This is an optimization exercise on Yosys and OpenROAD, whose aim is small area, a short achievable clock period and few clock cycles per item, not a production implementation. In this exercise RTL edits were held to simulation tests only and were not proved equivalent to the original. The clock port is modelled as an ideal driver; clocking choices that lean on that would not hold on a real chip.

==> inputs of 12-01 <==
// line_codec
module line_codec (
    input  wire        clk,
    input  wire        rst,           
    input  wire        cmd_valid,
    output wire        cmd_ready,
    input  wire [15:0] cmd,
    input  wire [7:0]  len,
    input  wire [63:0] line_in,
    input  wire [63:0] data_in,       
    output reg         done,
    output wire [15:0] rsp,
    output reg  [63:0] line_q,
    output reg  [63:0] data_q,
    output reg  [14:0] crc_q,
    output wire [7:0]  enstat_q
);
    genvar i;
    wire [3:0] op  = cmd[3:0];
    wire [1:0] fmt = cmd[5:4];
    wire       lb  = cmd[6];
    wire       rsv_ok = (cmd[15:7] == 9'd0);
    wire is_crc  = rsv_ok && (op == 4'h1);
    wire is_dec  = rsv_ok && (op == 4'h2);
    wire is_enc  = rsv_ok && (op == 4'h3);
    wire is_chk  = rsv_ok && (op == 4'h4);
    wire bad_format = (is_dec && (fmt == 2'd3)) ||
                      (is_enc && ((fmt == 2'd3) || (fmt == 2'd0)));
    wire len_gt8 = (len[7:4] != 4'd0) || (len[3] && (len[2:0] != 3'd0));
    wire len_gt6 = (len[7:3] != 5'd0) || (len[2:0] == 3'd7);
    wire bad_length = is_enc && ((fmt == 2'd1) ? (!lb && len_gt8)
                                               : ((fmt == 2'd2) && len_gt6));
    wire ok_crc  = is_crc && (fmt == 2'd0) && !lb;
    wire ok_dec  = is_dec && (fmt != 2'd3) && !lb;
    wire ok_enc  = is_enc && (fmt[1] ^ fmt[0]) && !(fmt[0] && lb) && !bad_length;
    wire ok_chk  = is_chk && (fmt == 2'd0) && !lb;
    wire bad_param = !(ok_crc || ok_dec || ok_enc || ok_chk);
    wire bad_opc   = bad_param && !bad_format && !bad_length;
    wire sel_d  = cmd[2] || (cmd[1] && cmd[0]);             
    wire sel_u  = !cmd[0] && !cmd[2] && (fmt == 2'd0);      
    wire sel_lh = !sel_d;                                   
  ...
export LEC_CHECK = 0
export ABC_CLOCK_PERIOD_IN_PS = 3000
export CAP_MARGIN = 20
export CORE_MARGIN = 2
export CORE_UTILIZATION = 45
export SLEW_MARGIN = 20
export SYNTH_HIERARCHICAL = 1
export SYNTH_MINIMUM_KEEP_SIZE = 0
create_clock -name core_clock -period 9.0 [get_ports {clk}]
standard.sh (not shown) runs the stock make flow with config.mk's settings and CLKGATE_MAP_FILE= SYNTH_SCRIPT=/design/flow/synth_recipe.tcl, a recipe that flattens the netlist after the stock synthesis.
==> flow/flow/run.sh <==
#!/bin/bash
# Standard ORFS layout, with the port buffers made from the smallest buffer
# cell, a clock tree of clkbuf_8 (clusters of up to 12 sinks) without dummy
# loads, the timing repair aimed at a setup slack of MARGIN ns at the 9 ns
# clock, and a later clock for the stage-B result registers (flow/skew.tcl,
# applied to the CTS result before routing).
set -euo pipefail
MARGIN=$(cat flow/margin.txt)
ARGS=(BUFFER_PORTS_ARGS="-buffer_cell sky130_fd_sc_hd__buf_1"
      CTS_ARGS="-sink_clustering_enable -repair_clock_nets -dont_use_dummy_load -buf_list {sky130_fd_sc_hd__clkbuf_8} -sink_clustering_size 12 -sink_clustering_max_diameter 40"
      SETUP_SLACK_MARGIN=$MARGIN)
bash standard.sh "${ARGS[@]}" cts > standard_cts.log 2>&1
RES=$PWD/orfs/results/sky130hd/line_codec/base openroad -no_init -exit flow/skew.tcl > skew.log 2>&1
bash standard.sh "${ARGS[@]}" finish > standard.log 2>&1
==> flow/flow/margin.txt <==
5.6
==> flow/flow/skew.tcl <==
# Delay the clock of the stage-B result registers (data_q, line_q, crc_q):
# their data inputs come only from other registers (the stage-A operand and
# flags), so a later capture clock gives the register-to-register CRC path
# more time; their paths to the outputs lose the same time. One clock
# buffer is inserted per leaf clock net, driving that net's result
# registers. Runs on the CTS result, before global routing.
set res $::env(RES)
set plat $::env(FLOW_HOME)/platforms/sky130hd
read_lef $plat/lef/sky130_fd_sc_hd.tlef
read_lef $plat/lef/sky130_fd_sc_hd_merged.lef
read_liberty $plat/lib/sky130_fd_sc_hd__tt_025C_1v80.lib
read_db $res/4_cts.odb
read_sdc $res/4_cts.sdc
source $plat/setRC.tcl
set_propagated_clock [all_clocks]
estimate_parasitics -placement
report_worst_slack
set groups [dict create]
foreach inst [get_cells -filter "ref_name=~*dfxtp*"] {
  if {![regexp {^(data_q|line_q|crc_q)\[} [get_full_name $inst]]} continue
  set pin [get_pins -of_objects $inst -filter "name==CLK"]
  dict lappend groups [get_full_name [get_nets -of_objects $pin]] [get_full_name $pin]
}
set k 0
dict for {net pins} $groups {
  insert_buffer -buffer_cell sky130_fd_sc_hd__clkbuf_4 -net $net -load_pins $pins \
    -buffer_name skewbuf_$k -net_name skewnet_$k
  incr k
}
puts "inserted $k skew buffers"
detailed_placement
check_placement
estimate_parasitics -placement
report_worst_slack
write_db $res/4_cts.odb
==> 02-11: changes against 12-01 <==
==> flow/flow/run.sh (replaced) <==
#!/bin/bash
# Standard ORFS layout, with the port buffers made from the smallest buffer
# cell, a clock tree of clkbuf_8 (clusters of up to 12 sinks) without dummy loads, and the
# timing repair aimed at a setup slack of MARGIN ns at the 9 ns clock.
set -euo pipefail
MARGIN=$(cat flow/margin.txt)
bash standard.sh \
  BUFFER_PORTS_ARGS="-buffer_cell sky130_fd_sc_hd__buf_1" \
  CTS_ARGS="-sink_clustering_enable -repair_clock_nets -dont_use_dummy_load -buf_list {sky130_fd_sc_hd__clkbuf_8} -sink_clustering_size 12 -sink_clustering_max_diameter 40" \
  SETUP_SLACK_MARGIN=$MARGIN \
  finish > standard.log 2>&1
removed: flow/flow/skew.tcl
==> 05-10: changes against 12-01 <==
--- a/flow/design.v
+++ b/flow/design.v
@@ -33,22 +33,26 @@
     wire ok_dec  = is_dec && (fmt != 2'd3) && !lb;
     wire ok_enc  = is_enc && (fmt[1] ^ fmt[0]) && !(fmt[0] && lb) && !bad_length;
     wire ok_chk  = is_chk && (fmt == 2'd0) && !lb;
     wire bad_param = !(ok_crc || ok_dec || ok_enc || ok_chk);
     wire bad_opc   = bad_param && !bad_format && !bad_length;
     wire sel_d  = cmd[2] || (cmd[1] && cmd[0]);             
-    wire sel_u  = !cmd[0] && !cmd[2] && (fmt == 2'd0);      
-    wire sel_lh = !sel_d;                                   
-    wire sel_ll = !sel_d && !sel_u;                         
+    wire sel_u  = !(cmd[0] || cmd[2] || cmd[4] || cmd[5]);  
+    wire sel_lh = !cmd[2] && !(cmd[1] && cmd[0]);           
+    wire sel_ll = !cmd[2] && (cmd[0] ? !cmd[1]              
+                                     : (cmd[4] || cmd[5]));
     wire sel_lb = sel_d && fmt[1];                          
-    wire [7:0] sel_dk;
-    generate
-        for (i = 0; i < 8; i = i + 1) begin : g_keep
-            assign sel_dk[i] = sel_d && (cmd[2] || len[3] || (len[2:0] > i));
-        end
-    endgenerate
+    wire [7:0] keep = {len[3],
+                       len[3] || (len[2] && len[1] && len[0]),
+                       len[3] || (len[2] && len[1]),
+                       len[3] || (len[2] && (len[1] || len[0])),
+                       len[3] || len[2],
+                       len[3] || len[2] || (len[1] && len[0]),
+                       len[3] || len[2] || len[1],
+                       len[3] || len[2] || len[1] || len[0]};
+    wire [7:0] sel_dk = {8{cmd[2]}} | ({8{cmd[1] && cmd[0]}} & keep);
     wire [63:0] opnd_d;
     generate
         for (i = 0; i < 48; i = i + 1) begin : g_opl
             lc_ao222 u_op (.a(line_in[i]), .sa(sel_ll),
                            .b(line_in[i + 15]), .sb(sel_u),
                            .c(data_in[i]), .sc(sel_dk[i / 8]),
@@ -503,20 +507,22 @@
     assign rsp      = {8'd0, rsp_r[5:4], rsp_r[3], 1'b0, rsp_r[2:1], rsp_r[3], rsp_r[0]};
     assign enstat_q = {4'd0, enstat_r};
     reg rst_q;
     always @(posedge clk) rst_q <= rst;
     wire go      = a_v && !rst_q;
     wire wr_crc  = go && a_crc;
-    wire wr_dlo  = go && a_dec && !mm;
+    wire dlo_early = go && a_dec && (!a_ddes || ones);
+    wire dlo_chk   = go && a_ddes && !ones;
+    wire wr_dlo  = dlo_early || (dlo_chk && crc_ok);
     wire wr_dhi  = go && a_draw;
     wire wr_line = go && a_enc;
     wire wr_lraw = go && a_enc && !a_edes;
     wire wr_ldes = go && a_edes;
     wire wr_chk  = go && a_chk;
     wire ho_crc  = !rst_q && !wr_crc;
-    wire ho_dlo  = !rst_q && !wr_dlo;
+    wire ho_dlo  = !rst_q && !dlo_early && !(dlo_chk && crc_ok);
     wire ho_dhi  = !rst_q && !wr_dhi;
     wire ho_line = !rst_q && !wr_line;
     wire [14:0] crc_d;
     wire [63:0] data_d, line_d;
     generate
         for (i = 0; i < 15; i = i + 1) begin : g_crc
==> flow/flow/run.sh (replaced) <==
#!/bin/bash
# Standard ORFS layout, with the port buffers made from the smallest buffer
# cell, a clock tree of clkbuf_8 (clusters of up to 12 sinks) without dummy loads, and the
# timing repair aimed at a setup slack of MARGIN ns at the 9 ns clock.
set -euo pipefail
MARGIN=$(cat flow/margin.txt)
bash standard.sh \
  BUFFER_PORTS_ARGS="-buffer_cell sky130_fd_sc_hd__buf_1" \
  CTS_ARGS="-sink_clustering_enable -repair_clock_nets -dont_use_dummy_load -buf_list {sky130_fd_sc_hd__clkbuf_8} -sink_clustering_size 12 -sink_clustering_max_diameter 40" \
  SETUP_SLACK_MARGIN=$MARGIN \
  finish > standard.log 2>&1
==> flow/flow/margin.txt (replaced) <==
5.5
removed: flow/flow/skew.tcl
==> comparison <==
Via count: 12-01 > 05-10 > 02-11.
Flip-flop and latch count is the same in 02-11 and 05-10.
The highest clock skew belongs to 12-01, the lowest to 02-11.
12-01 produced a clean layout. 05-10 produced a clean layout. 02-11 went through all stages and came out clean.
Against 05-10, the clock-buffer cell count of 12-01 is higher by 24.
The lowest final cell count belongs to 02-11, the highest to 12-01.
Critical path depth: 12-01 is lower than 02-11 (5).
Testbench counts of 12-01, summed over its fixed seeds: cycles 4,808, items 4,800.
Testbench counts of 02-11, summed over its fixed seeds: cycles 4,808, items 4,800.
Testbench counts of 05-10, summed over its fixed seeds: cycles 4,808, items 4,800.


==> inputs of 03-16 <==
==> flow/design.v <==
module line_codec (
    input  wire        clk,
    input  wire        rst,           
    input  wire        cmd_valid,
    output wire        cmd_ready,
    input  wire [15:0] cmd,
    input  wire [7:0]  len,
    input  wire [63:0] line_in,
    input  wire [63:0] data_in,       
    output reg         done,
    output reg  [15:0] rsp,
    output reg  [63:0] line_q,
    output reg  [63:0] data_q,
    output reg  [14:0] crc_q,
    output reg  [7:0]  enstat_q
);
    function [14:0] crc15m;
        input [48:0] msg;
        begin
            crc15m[0] = ^(msg & 49'h12862283a5edf);
            crc15m[1] = ^(msg & 49'h050c45074bdbe);
            crc15m[2] = ^(msg & 49'h0a188a0e97b7c);
            crc15m[3] = ^(msg & 49'h06b7369e8a827);
            crc15m[4] = ^(msg & 49'h1fe84fbeb0e91);
            crc15m[5] = ^(msg & 49'h1fd09f7d61d22);
            crc15m[6] = ^(msg & 49'h1fa13efac3a44);
            crc15m[7] = ^(msg & 49'h0dc45f7622a57);
            crc15m[8] = ^(msg & 49'h090e9c6fe0a71);
            crc15m[9] = ^(msg & 49'h121d38dfc14e2);
            crc15m[10] = ^(msg & 49'h16bc533c2771b);
            crc15m[11] = ^(msg & 49'h0d78a6784ee36);
            crc15m[12] = ^(msg & 49'h1af14cf09dc6c);
            crc15m[13] = ^(msg & 49'h15e299e13b8d8);
            crc15m[14] = ^(msg & 49'h19431141d2f6f);
        end
    endfunction
    wire [3:0] op  = cmd[3:0];
    wire [1:0] fmt = cmd[5:4];
    wire       lb  = cmd[6];
    wire       rsv_ok = (cmd[15:7] == 9'd0);
    wire is_crc  = rsv_ok && (op == 4'h1);
    wire is_dec  = rsv_ok && (op == 4'h2);
    wire is_enc  = rsv_ok && (op == 4'h3);
    wire is_chk  = rsv_ok && (op == 4'h4);
    wire bad_format = (is_dec && (fmt == 2'd3)) ||
                      (is_enc && ((fmt == 2'd3) || (fmt == 2'd0)));
    wire len_gt8 = (len[7:4] != 4'd0) || (len[3] && (len[2:0] != 3'd0));
    wire len_gt6 = (len[7:3] != 5'd0) || (len[2:0] == 3'd7);
    wire bad_length = is_enc && ((fmt == 2'd1) ? (!lb && len_gt8)
                                               : ((fmt == 2'd2) && len_gt6));
    wire ok_crc  = is_crc && (fmt == 2'd0) && !lb;
    wire ok_dec  = is_dec && (fmt != 2'd3) && !lb;
    wire ok_enc  = is_enc && (fmt[1] ^ fmt[0]) && !(fmt[0] && lb) && !bad_length;
    wire ok_chk  = is_chk && (fmt == 2'd0) && !lb;
    wire bad_param = !(ok_crc || ok_dec || ok_enc || ok_chk);
    wire bad_opc   = bad_param && !bad_format && !bad_length;
    wire sel_d  = cmd[2] || (cmd[1] && cmd[0]);             
    wire sel_u  = !cmd[0] && !cmd[2] && (fmt == 2'd0);      
    wire sel_lh = !sel_d;                                   
    wire sel_ll = !sel_d && !sel_u;                         
    wire sel_lb = sel_d && fmt[1];                          
    wire [7:0] sel_dk;
    genvar k;
    generate
        for (k = 0; k < 8; k = k + 1) begin : g_keep
            assign sel_dk[k] = sel_d && (cmd[2] || len[3] || (len[2:0] > k));
        end
    endgenerate
    wire [63:0] opnd_d;
    generate
        for (k = 0; k < 6; k = k + 1) begin : g_lo
            assign opnd_d[8*k +: 8] = (line_in[8*k +: 8]      & {8{sel_ll}})
                                    | (line_in[8*k + 15 +: 8] & {8{sel_u}})
                                    | (data_in[8*k +: 8]      & {8{sel_dk[k]}});
        end
    endgenerate
    assign opnd_d[62:48] = (line_in[62:48] & {15{sel_lh}})
                         | (data_in[62:48] & {{7{sel_dk[7]}}, {8{sel_dk[6]}}});
    assign opnd_d[63]    = (line_in[63] & sel_lh) | (data_in[63] & sel_dk[7])
                         | (lb & sel_lb);
    reg  [63:0] opnd;
    reg         a_v;                        
    reg         a_crc, a_dec, a_ddes, a_draw, a_enc, a_edes, a_chk;
    reg         a_bp, a_c1, a_c0;           
    always @(posedge clk) begin
        a_v    <= cmd_valid && !rst;
        opnd   <= opnd_d;
        a_crc  <= ok_crc;
        a_dec  <= ok_dec;
        a_ddes <= ok_dec && (fmt == 2'd2);
        a_draw <= ok_dec && (fmt == 2'd1);
        a_enc  <= ok_enc;
        a_edes <= ok_enc && fmt[1];
        a_chk  <= ok_chk;
        a_bp   <= bad_param;
        a_c1   <= bad_format || bad_length;
        a_c0   <= bad_opc || bad_length;
    end
    wire [14:0] crc_v = crc15m({opnd[63], opnd[47:0]});
    wire        ones  = &opnd;
    wire        crc_ok = (opnd[62:48] == crc_v);
    wire        mm    = a_ddes && !ones && !crc_ok;
    wire [2:0] en_count = (opnd[15:0]  == 16'hA5A5) +
                          (opnd[31:16] == 16'h5A5A) +
                          (opnd[47:32] == 16'hA5A5) +
                          (opnd[63:48] == 16'h5A5A);
    assign cmd_ready = 1'b1;
    always @(posedge clk) begin
        if (rst) begin
            done     <= 1'b0;
            rsp      <= 16'd0;
            line_q   <= 64'd0;
            data_q   <= 64'd0;
            crc_q    <= 15'd0;
            enstat_q <= 8'd0;
        end else begin
            done <= a_v;
            if (a_v) begin
                rsp <= {8'd0,
                        a_dec && !mm && opnd[63],                  
                        a_ddes && ones,                            
                        mm, 1'b0,                                  
                        a_c1, a_c0,                                
                        mm,                                        
                        a_bp};                                     
                if (a_crc)
                    crc_q <= crc_v;
                if (a_dec && !mm)
                    data_q[47:0] <= opnd[47:0];
                if (a_draw)
                    data_q[63:48] <= opnd[63:48];
                if (a_enc)
                    line_q <= {opnd[63], a_edes ? crc_v : opnd[62:48], opnd[47:0]};
                if (a_chk)
                    enstat_q <= {4'd0, (en_count != 3'd0), en_count};
            end
        end
    end
endmodule
==> flow/run.sh <==
#!/bin/bash
# synth_recipe.tcl (not shown) runs the flow's synth.tcl, then flattens the netlist and writes it again
# the make line also repeats each setting of config.mk as NAME=value (left out here)
make -C /OpenROAD-flow-scripts/flow DESIGN_CONFIG=/design/flow/config.mk WORK_HOME=/design/flow/orfs CLKGATE_MAP_FILE= SYNTH_SCRIPT=/design/flow/synth_recipe.tcl finish
==> flow/config.mk <==
export PLATFORM = sky130hd
export DESIGN_NAME = line_codec
export DESIGN_NICKNAME = line_codec
export VERILOG_FILES = /design/flow/design.v
export SDC_FILE = /design/flow/constraint.sdc
export NUM_CORES = 4
export LEC_CHECK = 0
export ABC_CLOCK_PERIOD_IN_PS = 3000
export CAP_MARGIN = 20
export CORE_MARGIN = 2
export CORE_UTILIZATION = 40
export SETUP_SLACK_MARGIN = 5
export SLEW_MARGIN = 20
==> flow/constraint.sdc <==
create_clock -name core_clock -period 9.0 [get_ports {clk}]
set_input_delay 1.8000 -clock core_clock [delete_from_list [all_inputs] [get_ports {clk}]]
set_output_delay 1.8000 -clock core_clock [all_outputs]
set_load 0.01 [all_outputs]
==> 02-01: changes against 03-16 <==
==> flow/design.v, changed modules only <==
module line_codec (
    input  wire        clk,
    input  wire        rst,           
    input  wire        cmd_valid,
    output wire        cmd_ready,
    input  wire [15:0] cmd,
    input  wire [7:0]  len,
    input  wire [63:0] line_in,
    input  wire [63:0] data_in,       
    output reg         done,
    output reg  [15:0] rsp,
    output reg  [63:0] line_q,
    output reg  [63:0] data_q,
    output reg  [14:0] crc_q,
    output reg  [7:0]  enstat_q
);
    localparam [14:0] CRC_POLY = 15'h4599;
    function [14:0] crc15m;
        input [48:0] msg;
        reg   [14:0] c;
        reg          fb;
        integer      i;
        begin
            c = 15'd0;
            for (i = 48; i >= 0; i = i - 1) begin
                fb = msg[i] ^ c[14];
                c  = {c[13:0], 1'b0};
                if (fb)
                    c = c ^ CRC_POLY;
            end
            crc15m = c;
        end
    endfunction
    wire [3:0] op  = cmd[3:0];
    wire [1:0] fmt = cmd[5:4];
    wire       lb  = cmd[6];
    wire       rsv_ok = (cmd[15:7] == 9'd0);
    wire is_crc  = rsv_ok && (op == 4'h1);
    wire is_dec  = rsv_ok && (op == 4'h2);
    wire is_enc  = rsv_ok && (op == 4'h3);
    wire is_chk  = rsv_ok && (op == 4'h4);
    wire bad_format = (is_dec && (fmt == 2'd3)) ||
                      (is_enc && ((fmt == 2'd3) || (fmt == 2'd0)));
    wire len_gt8 = (len[7:4] != 4'd0) || (len[3] && (len[2:0] != 3'd0));
    wire len_gt6 = (len[7:3] != 5'd0) || (len[2:0] == 3'd7);
    wire bad_length = is_enc && ((fmt == 2'd1) ? (!lb && len_gt8)
                                               : ((fmt == 2'd2) && len_gt6));
    wire ok_crc  = is_crc && (fmt == 2'd0) && !lb;
    wire ok_dec  = is_dec && (fmt != 2'd3) && !lb;
    wire ok_enc  = is_enc && (fmt[1] ^ fmt[0]) && !(fmt[0] && lb) && !bad_length;
    wire ok_chk  = is_chk && (fmt == 2'd0) && !lb;
    wire ok_any  = ok_crc || ok_dec || ok_enc || ok_chk;
    wire [7:0] keep;
    genvar k;
    generate
        for (k = 0; k < 8; k = k + 1) begin : g_keep
            assign keep[k] = len[3] || (len[2:0] > k);
        end
    endgenerate
    wire [63:0] data_m;
    generate
        for (k = 0; k < 8; k = k + 1) begin : g_mask
            assign data_m[8*k +: 8] = data_in[8*k +: 8] & {8{keep[k]}};
        end
    endgenerate
    wire        crc_sel_enc = cmd[1] && cmd[0];
    wire [48:0] crc_msg = crc_sel_enc ? {lb, data_m[47:0]}
                                      : {line_in[63], line_in[47:0]};
    wire [14:0] crc_v = crc15m(crc_msg);
    wire line_ones = &line_in;
    wire crc_ok    = (line_in[62:48] == crc_v);
    wire mismatch  = ok_dec && fmt[1] && !line_ones && !crc_ok;
    wire [2:0] en_count = (data_in[15:0]  == 16'hA5A5) +
                          (data_in[31:16] == 16'h5A5A) +
                          (data_in[47:32] == 16'hA5A5) +
                          (data_in[63:48] == 16'h5A5A);
    wire bad_param = !ok_any;
    wire bad_opc   = bad_param && !bad_format && !bad_length;
    assign cmd_ready = 1'b1;
    wire accept = cmd_valid;
    always @(posedge clk) begin
        if (rst) begin
            done     <= 1'b0;
            rsp      <= 16'd0;
            line_q   <= 64'd0;
            data_q   <= 64'd0;
            crc_q    <= 15'd0;
            enstat_q <= 8'd0;
        end else begin
            done <= accept;
            if (accept) begin
                rsp <= {8'd0,
                        ok_dec && !mismatch && line_in[63],        
                        ok_dec && fmt[1] && line_ones,             
                        mismatch, 1'b0,                            
                        bad_format || bad_length,                  
                        bad_opc || bad_length,                     
                        mismatch,                                  
                        bad_param};                                
                if (ok_crc)
                    crc_q <= crc_v;
                if (ok_dec && !mismatch)
                    data_q[47:0] <= (fmt == 2'd0) ? line_in[62:15] : line_in[47:0];
                if (ok_dec && fmt[0])
                    data_q[63:48] <= line_in[63:48];
                if (ok_enc) begin
                    line_q[47:0]  <= data_m[47:0];
                    line_q[63:48] <= fmt[0] ? data_m[63:48] : {lb, crc_v};
                end
                if (ok_chk)
                    enstat_q <= {4'd0, (en_count != 3'd0), en_count};
            end
        end
    end
endmodule
ABC_CLOCK_PERIOD_IN_PS = unset   (was 3000)
SETUP_SLACK_MARGIN = unset   (was 5)
==> 09-11: changes against 03-16 <==
--- a/flow/design.v
+++ b/flow/design.v
@@ -9,9 +9,9 @@
     input  wire [63:0] data_in,       
     output reg         done,
-    output reg  [15:0] rsp,
+    output wire [15:0] rsp,
     output reg  [63:0] line_q,
     output reg  [63:0] data_q,
     output reg  [14:0] crc_q,
-    output reg  [7:0]  enstat_q
+    output wire [7:0]  enstat_q
 );
     function [14:0] crc15m;
@@ -106,22 +106,24 @@
                           (opnd[63:48] == 16'h5A5A);
     assign cmd_ready = 1'b1;
+    reg [5:0] rsp_r;                        
+    reg [3:0] enstat_r;
+    assign rsp      = {8'd0, rsp_r[5:4], rsp_r[3], 1'b0, rsp_r[2:1], rsp_r[3], rsp_r[0]};
+    assign enstat_q = {4'd0, enstat_r};
     always @(posedge clk) begin
         if (rst) begin
             done     <= 1'b0;
-            rsp      <= 16'd0;
+            rsp_r    <= 6'd0;
             line_q   <= 64'd0;
             data_q   <= 64'd0;
             crc_q    <= 15'd0;
-            enstat_q <= 8'd0;
+            enstat_r <= 4'd0;
         end else begin
             done <= a_v;
             if (a_v) begin
-                rsp <= {8'd0,
-                        a_dec && !mm && opnd[63],                  
-                        a_ddes && ones,                            
-                        mm, 1'b0,                                  
-                        a_c1, a_c0,                                
-                        mm,                                        
-                        a_bp};                                     
+                rsp_r <= {a_dec && !mm && opnd[63],               
+                          a_ddes && ones,                           
+                          mm,                                       
+                          a_c1, a_c0,                               
+                          a_bp};                                    
                 if (a_crc)
                     crc_q <= crc_v;
@@ -133,5 +135,5 @@
                     line_q <= {opnd[63], a_edes ? crc_v : opnd[62:48], opnd[47:0]};
                 if (a_chk)
-                    enstat_q <= {4'd0, (en_count != 3'd0), en_count};
+                    enstat_r <= {(en_count != 3'd0), en_count};
             end
         end
CORE_UTILIZATION = 55   (was 40)
==> comparison <==
In 09-11 the register-to-register slack is lower than in 02-01, by 3.1 ns. 09-11 finished clean. 03-16 went through all stages and came out clean. 02-01 completed with no timing, DRC or antenna violations. Between 03-16 and 02-01, the lower critical path depth is in 03-16 (gap 12). In 09-11 the routed wire length is lower than in 03-16, by 9.4%. Non-clock buffer count: 09-11 is lower than 03-16 (6). Of 02-01 and 03-16, 03-16 has the higher flip-flop and latch count (gap 75).
==> figures <==
item	03-16	02-01	09-11
Placed standard-cell area	14700 sq um	16500 sq um	14500 sq um
Sink of the worst hold path	line_q[30]$_SDFFE_PP0P_	line_q[35]$_SDFFE_PP0P_	line_q[3]$_SDFFE_PP0P_
Number of DRC violations after detailed-routing iteration 0	1110	856	1302
Placeable core area	28500 sq um	30500 sq um	20300 sq um
Last weighted congestion value of the routability-driven placer	0.987	0.971	1.02
Total area of multi-input combinational cells	6270 sq um	8780 sq um	6230 sq um
Signal buffers	325	437	319
Worst Setup Slack post-DPL	4.64 ns	-0.0130 ns	4.91 ns
Maximum number of pins on one net before global-route repair	91	94	97
Height of the die	173 um	180 um	148 um
Non-clock inverter count	79	5	77
Outcome	complete, no violations	complete, no violations	complete, no violations
Number of cells on the worst reg-to-reg path	12	3	12
Testbench counts of 03-16, summed over its fixed seeds: cycles 4,808, items 4,800.
Testbench counts of 02-01, summed over its fixed seeds: cycles 4,800, items 4,800.
Testbench counts of 09-11, summed over its fixed seeds: cycles 4,808, items 4,800.

separate check: timing with driven ports:
How much do the figures lean on ideal ports? The routed layouts below were timed once more, with nothing changed but the port constraints. Step 1, drivers: a clkbuf_16 drives clk and a buf_2 each remaining input, both assumed. Step 2 also shifts input and output timing later by t, the mid clock arrival at the registers, as if the neighbouring blocks saw the same clock. Three values: no drivers, after step 1, after step 2; two values: the first two.
| run | t (ns) | slack for setup (ns) | worst hold slack (ns) | pins driven straight from the clock port |
|---|---|---|---|---|
| 12-01 | 0.631 | 5.637 / 5.622 / 4.991 | 0.451 / 0.451 / 0.451 | 1 |
| 02-11 | 0.566 | 5.579 / 5.579 / 5.061 | 0.469 / 0.469 / 0.469 | 1 |
| 05-10 | 0.589 | 5.602 / 5.602 / 5.074 | 0.473 / 0.473 / 0.473 | 1 |
| 03-16 | 0.575 | 5.132 / 5.132 / 4.766 | 0.450 / 0.450 / 0.450 | 1 |
| 02-01 | 0.497 | 0.372 / 0.390 / -0.107 | 0.451 / 0.451 / 0.451 | 1 |
| 09-11 | 0.561 | 5.143 / 5.143 / 4.900 | 0.452 / 0.452 / 0.452 | 1 |
With both steps, setup timing fails in 02-01, where it was met with ideal ports. For 12-01, which loses most, drivers alone change the setup slack by -0.015 ns; drivers and shift together by -0.646 ns.
